Context: an optimization exercise on an open-source flow, tuned for small area, a short achievable clock period and few clock cycles. The choices shown serve that exercise and are no tape-out recipe. In this exercise RTL edits were held to simulation tests only and were not proved equivalent to the original. Power is estimated from default activity; no workload was simulated.

### flow/run.sh
#!/bin/bash
# synth_recipe.tcl (not shown) runs the flow's synth.tcl, then flattens the netlist and writes it again
# the make line also repeats each setting of config.mk as NAME=value (left out here)
make -C /OpenROAD-flow-scripts/flow DESIGN_CONFIG=/design/flow/config.mk WORK_HOME=/design/flow/orfs CLKGATE_MAP_FILE= SYNTH_SCRIPT=/design/flow/synth_recipe.tcl finish
### flow/config.mk
export PLATFORM = sky130hd
export DESIGN_NAME = soc16_core
export DESIGN_NICKNAME = soc16_core
export VERILOG_FILES = /design/flow/design.v
export SDC_FILE = /design/flow/constraint.sdc
export NUM_CORES = 4
export LEC_CHECK = 0
export CAP_MARGIN = 20
export CORE_MARGIN = 2
export CORE_UTILIZATION = 40
export SLEW_MARGIN = 20
### flow/constraint.sdc
create_clock -name core_clock -period 16.0 [get_ports {clk}]
set_input_delay 3.2000 -clock core_clock [delete_from_list [all_inputs] [get_ports {clk}]]
set_output_delay 3.2000 -clock core_clock [all_outputs]
set_load 0.01 [all_outputs]
### flow/design.v
module soc16_regfile (
    input  wire        clk,
    input  wire [3:0]  ra_addr,
    output wire [15:0] ra_data,
    input  wire [3:0]  rb_addr,
    output wire [15:0] rb_data,
    input  wire        we,
    input  wire [3:0]  waddr,
    input  wire [15:0] wdata
);
    reg [15:0] regs [1:15];
    assign ra_data = (ra_addr == 4'd0) ? 16'd0 : regs[ra_addr];
    assign rb_data = (rb_addr == 4'd0) ? 16'd0 : regs[rb_addr];
    always @(posedge clk) begin
        if (we && waddr != 4'd0)
            regs[waddr] <= wdata;
    end
endmodule
module soc16_divider (
    input  wire        clk,
    input  wire        rst,
    input  wire        start,
    input  wire [15:0] dividend,
    input  wire [15:0] divisor,
    output reg         done,
    output wire [16:0] quot,
    output wire [15:0] rem
);
    reg        busy;
    reg [4:0]  count;
    reg [15:0] q_reg;
    reg [16:0] r_reg;
    reg [15:0] d_mag;
    reg        n_neg;
    reg        d_neg;
    reg [15:0] d_orig;
    wire [15:0] n_abs = dividend[15] ? (~dividend + 16'd1) : dividend;
    wire [15:0] d_abs = divisor[15]  ? (~divisor  + 16'd1) : divisor;
    wire [16:0] r_shift = {r_reg[15:0], q_reg[15]};
    wire [16:0] r_sub   = r_shift - {1'b0, d_mag};
    wire        r_ge    = ~r_sub[16];
    always @(posedge clk) begin
        if (rst) begin
            busy <= 1'b0;
            done <= 1'b0;
        end else begin
            done <= 1'b0;
            if (start) begin
                busy   <= 1'b1;
                count  <= 5'd16;
                q_reg  <= n_abs;
                r_reg  <= 17'd0;
                d_mag  <= d_abs;
                n_neg  <= dividend[15];
                d_neg  <= divisor[15];
                d_orig <= divisor;
            end else if (busy) begin
                q_reg <= {q_reg[14:0], r_ge};
                r_reg <= r_ge ? r_sub : r_shift;
                count <= count - 5'd1;
                if (count == 5'd1) begin
                    busy <= 1'b0;
                    done <= 1'b1;
                end
            end
        end
    end
    wire [16:0] q_mag   = {1'b0, q_reg};
    wire [16:0] q_trunc = (n_neg ^ d_neg) ? (~q_mag + 17'd1) : q_mag;
    wire [15:0] r_trunc = n_neg ? (~r_reg[15:0] + 16'd1) : r_reg[15:0];
    wire adjust = (r_reg[15:0] != 16'd0) && (n_neg != d_neg);
    assign quot = adjust ? (q_trunc - 17'd1) : q_trunc;
    assign rem  = adjust ? (r_trunc + d_orig) : r_trunc;
endmodule
module soc16_core (
    input  wire        clk,
    input  wire        rst,           
    input  wire [8:0]  code_size,     
    output reg         mem_req,
    output reg         mem_we,
    output reg  [7:0]  mem_addr,
    output reg  [15:0] mem_wdata,
    input  wire        mem_ready,
    input  wire [15:0] mem_rdata,
    output wire        in_req,
    input  wire        in_valid,
    input  wire        in_eof,
    input  wire        in_abort,
    input  wire [15:0] in_data,
    output reg         out_valid,
    output reg  [15:0] out_data,
    input  wire        cancel,
    output reg         halted,
    output reg         faulted,
    output reg  [3:0]  fault_code,
    output reg  [15:0] fault_pc,
    output reg  [15:0] fault_word
);
    localparam [3:0] F_MEM_OOB    = 4'd1,
                     F_JUMP       = 4'd3,
                     F_MEM_TARGET = 4'd4,
                     F_DIV_ZERO   = 4'd5,
                     F_OVERFLOW   = 4'd6,
                     F_OPCODE     = 4'd7,
                     F_INTERRUPT  = 4'd8,
                     F_EOF        = 4'd9;
    localparam [2:0] S_FETCH = 3'd0,
                     S_EXEC  = 3'd1,
                     S_MEM   = 3'd2,
                     S_READ  = 3'd3,
                     S_DIV   = 3'd4,
                     S_DONE  = 3'd5;
    reg [2:0]  state;
    reg [8:0]  pc;         
    reg [8:0]  ipc;        
    reg [15:0] ir;         
    wire [3:0] op   = ir[15:12];
    wire [3:0] rx   = ir[11:8];
    wire [3:0] ry   = ir[7:4];
    wire [3:0] rz   = ir[3:0];
    wire [7:0] imm  = ir[7:0];
    wire [15:0] simm = {{8{imm[7]}}, imm};
    wire        use_ry = (op == 4'h4) || (op == 4'h6) || (op == 4'h7) ||
                         (op == 4'h8) || (op == 4'h9) || (op == 4'hA);
    wire [3:0]  ra_addr = use_ry ? ry : rx;
    wire [3:0]  rb_addr = (op == 4'h4) ? rx : rz;
    wire [15:0] ra_data;
    wire [15:0] rb_data;
    reg         rf_we;
    reg  [15:0] rf_wdata;
    soc16_regfile u_regfile (
        .clk     (clk),
        .ra_addr (ra_addr),
        .ra_data (ra_data),
        .rb_addr (rb_addr),
        .rb_data (rb_data),
        .we      (rf_we),
        .waddr   (rx),
        .wdata   (rf_wdata)
    );
    wire [16:0] add_res  = {ra_data[15], ra_data} + {rb_data[15], rb_data};
    wire [16:0] sub_res  = {ra_data[15], ra_data} - {rb_data[15], rb_data};
    wire [16:0] addn_res = {ra_data[15], ra_data} + {simm[15], simm};
    wire        add_ovf  = add_res[16]  != add_res[15];
    wire        sub_ovf  = sub_res[16]  != sub_res[15];
    wire        addn_ovf = addn_res[16] != addn_res[15];
    wire signed [31:0] mul_res = $signed(ra_data) * $signed(rb_data);
    wire        mul_ovf  = !((mul_res[31:15] == 17'h00000) || (mul_res[31:15] == 17'h1FFFF));
    wire        div_start = (state == S_EXEC) && ((op == 4'h9) || (op == 4'hA)) && (rb_data != 16'd0);
    wire        div_done;
    wire [16:0] div_quot;
    wire [15:0] div_rem;
    wire        div_ovf = div_quot[16] != div_quot[15];
    soc16_divider u_divider (
        .clk      (clk),
        .rst      (rst),
        .start    (div_start),
        .dividend (ra_data),
        .divisor  (rb_data),
        .done     (div_done),
        .quot     (div_quot),
        .rem      (div_rem)
    );
    wire        imm_addr_ok = ({1'b0, imm} >= code_size);                        
    wire        reg_addr_ok = (ra_data[15:8] == 8'd0) &&
                              ({1'b0, ra_data[7:0]} >= code_size);               
    wire        imm_tgt_ok  = ({1'b0, imm} < code_size);                         
    wire        reg_tgt_ok  = (ra_data[15:9] == 7'd0) && (ra_data[8:0] < code_size);  
    wire        x_zero = (ra_data == 16'd0);
    wire        x_neg  = ra_data[15];
    reg         br_taken;
    always @(*) begin
        case (op)
            4'hC:    br_taken = x_zero;
            4'hD:    br_taken = !x_zero;
            4'hE:    br_taken = !x_zero && !x_neg;
            4'hF:    br_taken = x_neg;
            default: br_taken = 1'b1;    
        endcase
    end
    reg        acc_we;
    reg [7:0]  acc_addr;
    reg [15:0] acc_wdata;
    assign in_req = (state == S_READ);
    reg        go_fault;
    reg [3:0]  nf_code;
    reg [15:0] nf_pc;
    reg [15:0] nf_word;
    reg        go_halt;
    reg [2:0]  nstate;
    reg [8:0]  npc;
    reg        start_acc;
    reg        nacc_we;
    reg [7:0]  nacc_addr;
    reg [15:0] nacc_wdata;
    always @(*) begin
        go_fault   = 1'b0;
        nf_code    = 4'd0;
        nf_pc      = {7'd0, ipc};
        nf_word    = ir;
        go_halt    = 1'b0;
        nstate     = state;
        npc        = pc;
        rf_we      = 1'b0;
        rf_wdata   = 16'd0;
        start_acc  = 1'b0;
        nacc_we    = 1'b0;
        nacc_addr  = imm;
        nacc_wdata = ra_data;
        mem_req    = 1'b0;
        mem_we     = 1'b0;
        mem_addr   = pc[7:0];
        mem_wdata  = acc_wdata;
        out_valid  = 1'b0;
        out_data   = ra_data;
        case (state)
            S_FETCH: begin
                if (cancel) begin
                    go_fault = 1'b1;
                    nf_code  = F_INTERRUPT;
                    nf_pc    = {7'd0, pc};
                    nf_word  = 16'd0;
                end else if (pc >= code_size) begin
                    go_fault = 1'b1;
                    nf_code  = F_MEM_OOB;
                    nf_pc    = {7'd0, pc};
                    nf_word  = 16'd0;
                end else begin
                    mem_req  = 1'b1;
                    mem_addr = pc[7:0];
                    if (mem_ready) begin
                        nstate = S_EXEC;
                        npc    = pc + 9'd1;
                    end
                end
            end
            S_EXEC: begin
                nstate = S_FETCH;
                case (op)
                    4'h0: begin
                        if (ir == 16'h0000) begin                        
                            go_halt = 1'b1;
                        end else if (ry == 4'd0 && rz == 4'd1) begin     
                            nstate = S_READ;
                        end else if (ry == 4'd0 && rz == 4'd2) begin     
                            out_valid = 1'b1;
                            out_data  = ra_data;
                        end else if (ry == 4'd0 && rz == 4'd3) begin     
                            if (reg_tgt_ok) npc = ra_data[8:0];
                            else begin go_fault = 1'b1; nf_code = F_JUMP; end
                        end else begin
                            go_fault = 1'b1; nf_code = F_OPCODE;
                        end
                    end
                    4'h1: begin                                          
                        rf_we    = 1'b1;
                        rf_wdata = simm;
                    end
                    4'h2, 4'h3: begin                                    
                        if (imm_addr_ok) begin
                            start_acc  = 1'b1;
                            nacc_we    = (op == 4'h3);
                            nacc_addr  = imm;
                            nacc_wdata = ra_data;
                            nstate     = S_MEM;
                        end else begin
                            go_fault = 1'b1; nf_code = F_MEM_TARGET;
                        end
                    end
                    4'h4: begin                                          
                        if (rz == 4'd0 || rz == 4'd1) begin
                            if (reg_addr_ok) begin
                                start_acc  = 1'b1;
                                nacc_we    = (rz == 4'd1);
                                nacc_addr  = ra_data[7:0];
                                nacc_wdata = rb_data;
                                nstate     = S_MEM;
                            end else begin
                                go_fault = 1'b1; nf_code = F_MEM_TARGET;
                            end
                        end else begin
                            go_fault = 1'b1; nf_code = F_OPCODE;
                        end
                    end
                    4'h5: begin                                          
                        if (addn_ovf) begin go_fault = 1'b1; nf_code = F_OVERFLOW; end
                        else begin rf_we = 1'b1; rf_wdata = addn_res[15:0]; end
                    end
                    4'h6: begin                                          
                        if (add_ovf) begin go_fault = 1'b1; nf_code = F_OVERFLOW; end
                        else begin rf_we = 1'b1; rf_wdata = add_res[15:0]; end
                    end
                    4'h7: begin                                          
                        if (sub_ovf) begin go_fault = 1'b1; nf_code = F_OVERFLOW; end
                        else begin rf_we = 1'b1; rf_wdata = sub_res[15:0]; end
                    end
                    4'h8: begin                                          
                        if (mul_ovf) begin go_fault = 1'b1; nf_code = F_OVERFLOW; end
                        else begin rf_we = 1'b1; rf_wdata = mul_res[15:0]; end
                    end
                    4'h9, 4'hA: begin                                    
                        if (rb_data == 16'd0) begin go_fault = 1'b1; nf_code = F_DIV_ZERO; end
                        else nstate = S_DIV;
                    end
                    default: begin                                       
                        if (!imm_tgt_ok) begin
                            go_fault = 1'b1; nf_code = F_JUMP;
                        end else begin
                            if (br_taken) npc = {1'b0, imm};
                            if (op == 4'hB) begin                        
                                rf_we    = 1'b1;
                                rf_wdata = {7'd0, pc};
                            end
                        end
                    end
                endcase
            end
            S_MEM: begin
                mem_req   = 1'b1;
                mem_we    = acc_we;
                mem_addr  = acc_addr;
                mem_wdata = acc_wdata;
                if (mem_ready) begin
                    nstate = S_FETCH;
                    if (!acc_we) begin
                        rf_we    = 1'b1;
                        rf_wdata = mem_rdata;
                    end
                end
            end
            S_READ: begin
                if (in_abort) begin
                    go_fault = 1'b1; nf_code = F_INTERRUPT;
                end else if (in_eof) begin
                    go_fault = 1'b1; nf_code = F_EOF;
                end else if (in_valid) begin
                    rf_we    = 1'b1;
                    rf_wdata = in_data;
                    nstate   = S_FETCH;
                end
            end
            S_DIV: begin
                if (div_done) begin
                    if (op == 4'h9) begin
                        if (div_ovf) begin go_fault = 1'b1; nf_code = F_OVERFLOW; end
                        else begin rf_we = 1'b1; rf_wdata = div_quot[15:0]; nstate = S_FETCH; end
                    end else begin
                        rf_we = 1'b1; rf_wdata = div_rem; nstate = S_FETCH;
                    end
                end
            end
            default: begin
                nstate = S_DONE;
            end
        endcase
        if (go_fault) begin
            rf_we  = 1'b0;
            nstate = S_DONE;
        end
        if (go_halt)
            nstate = S_DONE;
    end
    always @(posedge clk) begin
        if (rst) begin
            state      <= S_FETCH;
            pc         <= 9'd0;
            ipc        <= 9'd0;
            ir         <= 16'd0;
            acc_we     <= 1'b0;
            acc_addr   <= 8'd0;
            acc_wdata  <= 16'd0;
            halted     <= 1'b0;
            faulted    <= 1'b0;
            fault_code <= 4'd0;
            fault_pc   <= 16'd0;
            fault_word <= 16'd0;
        end else begin
            state <= nstate;
            pc    <= npc;
            if (state == S_FETCH && nstate == S_EXEC) begin
                ipc <= pc;
                ir  <= mem_rdata;
            end
            if (start_acc) begin
                acc_we    <= nacc_we;
                acc_addr  <= nacc_addr;
                acc_wdata <= nacc_wdata;
            end
            if (go_halt)
                halted <= 1'b1;
            if (go_fault) begin
                faulted    <= 1'b1;
                fault_code <= nf_code;
                fault_pc   <= nf_pc;
                fault_word <= nf_word;
            end
        end
    end
endmodule
==> run notes <==
==> layout make-up <==
class / instances / area [um^2] / share of cell area [%]
clock buffers: 55 / 1216 / 3.028
clock inverters: 33 / 246.5 / 0.6137
inverters: 385 / 1445 / 3.598
multi-input cells: 2882 / 22530 / 56.09
flip-flops and latches: 404 / 11180 / 27.84
well taps: 1165 / 1458 / 3.629
repair buffers: 235 / 2088 / 5.199
==> per-layer routing <==
metal  global-route usage (%)  wire [um]  part of all wire (%)
met1                    39.63      54230                    40
met2                    44.61      58830                    43
met3                    7.454      16120                    12
met4                    14.52       7942                   5.8
met5                        0         13                0.0095
==> kinds of logic (layout without fill, tap and decap cells) <==
family                     count (synthesis)  count (layout)  synth area share, %
xor gates and xnor gates                 148             148                3.623
adders and majority gates                466             466                21.90
other                                      1               7              0.01048
and+or+nand+nor                         1284            1284                16.20
AOI/OAI and AO/OA                        833             833                15.86
buffers and inverters                    610             708                6.767
DFF                                      404             404                31.25
muxes                                    144             144                4.392
==> worst register-to-register path, delay by kind of cell (launching register included) <==
kind,cells,cell delay [ns]
buffers and inverters,11,2.03
AND/OR/NAND/NOR,10,4.29
flip-flops,1,0.68
adder cells (fa/ha/maj),8,3.22
AO/OA/AOI/OAI,7,1.88
XOR/XNOR,1,0.75
multiplexers,1,0.62
==> where the power goes <==
part | leakage (nW) | total [mW] | internal (mW) | switching [mW]
registers | 3.62 | 1.23 | 1.19 | 0.0393
logic | 11.3 | 5.24 | 1.84 | 3.41
clock network | 0.709 | 1.03 | 0.553 | 0.482
total | 15.6 | 7.50 | 3.58 | 3.93
==> per-stage QoR <==
| step | hold slack [ns] | instance area (um^2) | worst slack (ns) |
|---|---|---|---|
| CTS | 0.4511 | 40150 | 2.705 |
| global route | 0.4652 | 40160 | 1.984 |
| finish | 0.4502 | 40160 | 2.308 |
| detailed placement | 0.4428 | 38690 | 2.745 |
| global placement | 0.4375 | 38660 | 2.886 |
| floorplan | 0.4357 | 35800 | 4.046 |
==> how the worst min path moves through the flow <==
stage                            start           end  slack (ns)  cells past startpoint
after detailed placement        halted        halted        0.44                      2
after floorplan                 ipc[0]        ipc[0]        0.44                      2
after global routing      acc_wdata[7]  acc_wdata[7]        0.47                      2
final                           halted        halted        0.45                      2
after CTS                       halted        halted        0.45                      2
after global placement          halted        halted        0.44                      2
==> placed cells by master (no fill, tap or decap), drive strengths merged, types with 25 or more instances in the layout <==
cell / count
nand3: 113
a21oi: 213
clkbuf: 55
a31oi: 28
and2: 25
edfxtp: 309
nor3: 100
fa: 267
inv: 375
a21o: 45
buf: 114
a211oi: 49
o21ai: 161
dfxtp: 95
nor2: 311
xor2: 36
ha: 199
mux2i: 119
xnor2: 112
clkdlybuf4s50: 121
clkinv: 39
nand2: 554
o211ai: 41
nand4: 27
a32oi: 27
==> metrics.yaml <==
worst_setup_path:
  crit_required_ns: 16.35
  cp-startpoint: "ir[14]"
  worst-path-stages: 38
  reg2reg_slack_ns: 2.31
  path_delay_family: "simple AND/OR/NAND/NOR gates"
  cp.arrival_ns: 14.04
  path_buf_inv: 11
  worst_r2r_path_depth: 38
  end_kind: "register"
  reg2reg_from: "ir[14]"
  slowest_stage: "nor3b_4"
  cp_common_cell: "inv_1"
  cp-endpoint: "u_regfile.regs[12][1]"
  critPathMaxFanout: 17
  critical_path_class: "register to register"
  r2r-end: "u_regfile.regs[12][1]"
  cp_slowest_stage_delay_ns: 0.99
  worst_setup_path_start_kind: "register"
floorplanning:
  initial_core_util_pct: 40.42
  core_mm2: 0.08851
  io_pins: 130
  die_w_um: 303.1
  row_count: 109
  die_area_mm2: 0.09185
  die_h_um: 303.1
global_route:
  antenna_found_initial: 3
  grt_pass1_wl_mm: 201.6
  grt_remaining_overflow: 0
  grt_pass1_vias: 30340
  grtUsageTotal_pct: 29.60
  grt_max_degree: 63
clocking:
  cts_tree: "built"
  hold_buffers: 0
  cts_max_path_buffers: 3
  post_cts_buffers: 0
  post_cts_resize_count: 0
  cts_max_level: 2
  cts-buffers-inserted: 47
  cts-root-buf: "clkbuf_16"
  path_clk_slew_ns: 0.07
  worst_skew_pair.late_latency_ns: 0.64
  clock_sinks: 404
place:
  gp_congestion: 0.9825
  dp_cells: 5070
  dp_hpwl_mm: 99.65
  portBuffers: 122
sta:
  worst_pin_slew_ns: 1.239
  hold_viol: 0
  finalSetupViolCount: 0
  max_freq_ghz: 0.07304
  tns_ns: 0
  fin_crit_ns: 13.69
  rsz0062_at_grt: "false"
  slew_headroom_pct: 17.41
  fin_crit_sh_pct: 85.57
  slew_violations: 0
  skew_ns: 0.06211
synthesis:
  synth_area_leaders: "edfxtp_1, fa_1, ha_1"
  seq_area_frac_synth_pct: 31.25
  async_flop_share_pct: 0
  ys_warn_count: 3
  synth_common_cells: "nand2_1, inv_1, nor2_1"
  yosysMostFrequentCell: "nand2_1"
  ys_seq_elements: 404
  synth_top_area_share_pct: 25.94
  synth_area_leader_cell: "edfxtp_1"
  synth_edf_count: 309
  netlist_area_mm2: 0.03578
  syn_inst: 3890
  synth.distinct_cells: 101
  ys.flop_type: "edfxtp_1"
  syn_avg_cell_area_um2: 9.197
final_layout:
  diodes: 0
  fill_cells: 8455
  area_growth_syn_to_layout_pct: 12.26
  top_register: "u_regfile.regs"
  final_nets: 4469
  post-route-util_pct: 45.38
  largest_reg_flops: 240
  finalNonFillerCells: 5159
  final_layout_size_suffix_gt1_share_pct: 7.661
detailed_routing:
  drt-total-wl_mm: 137.1
  vias_per_cell: 6.095
  dr_total_vias: 31440
  antenna_left: 0
  wire_per_inst_um: 26.58
  dr.first_iter.drc_count: 3803
  drc: 0
  dr.pass1.iters: 8
status:
  status: "finished clean"
pwr:
  peakVddDrop_mv: 0.1876
  finalPower_mw: 7.503
  leakage_nw: 15.64
  p_per_area_mw_per_mm2: 186.8
job:
  maxCapViolCount: 0
min_path:
  min_path_type: "register to register"
Testbench counts, summed over its fixed seeds: cycles 224,693.

afterwards: timing with drivers on the ports:
Ports are ideal in the flow. The routed layout listed here was re-timed in OpenROAD. Step 1 (the two cells are an assumption about what drives the block):
set clk [get_ports {clk}]
set_driving_cell -lib_cell sky130_fd_sc_hd__clkbuf_16 $clk
set_driving_cell -lib_cell sky130_fd_sc_hd__buf_2 [delete_from_list [all_inputs] $clk]
Step 2 adds t to the input delays and takes it off the output delays; t is the mean of the earliest and latest rising clock arrival at the registers after step 1. Input paths then give back, and output paths get back, about the clock's delay inside the block. Three values: no drivers, after step 1, after step 2; two values: the first two.
shift t [ns]: 0.676
setup WS [ns]: 2.308 / 2.308 / 2.308
hold slack, ns: 0.450 / 0.450 / 0.450
latest minus earliest clock arrival (ns): 0.062 / 0.062
After both steps setup and hold are still met in this run. The setup slack of this run moves by 0.000 ns with the drivers and by 0.000 ns with both steps.
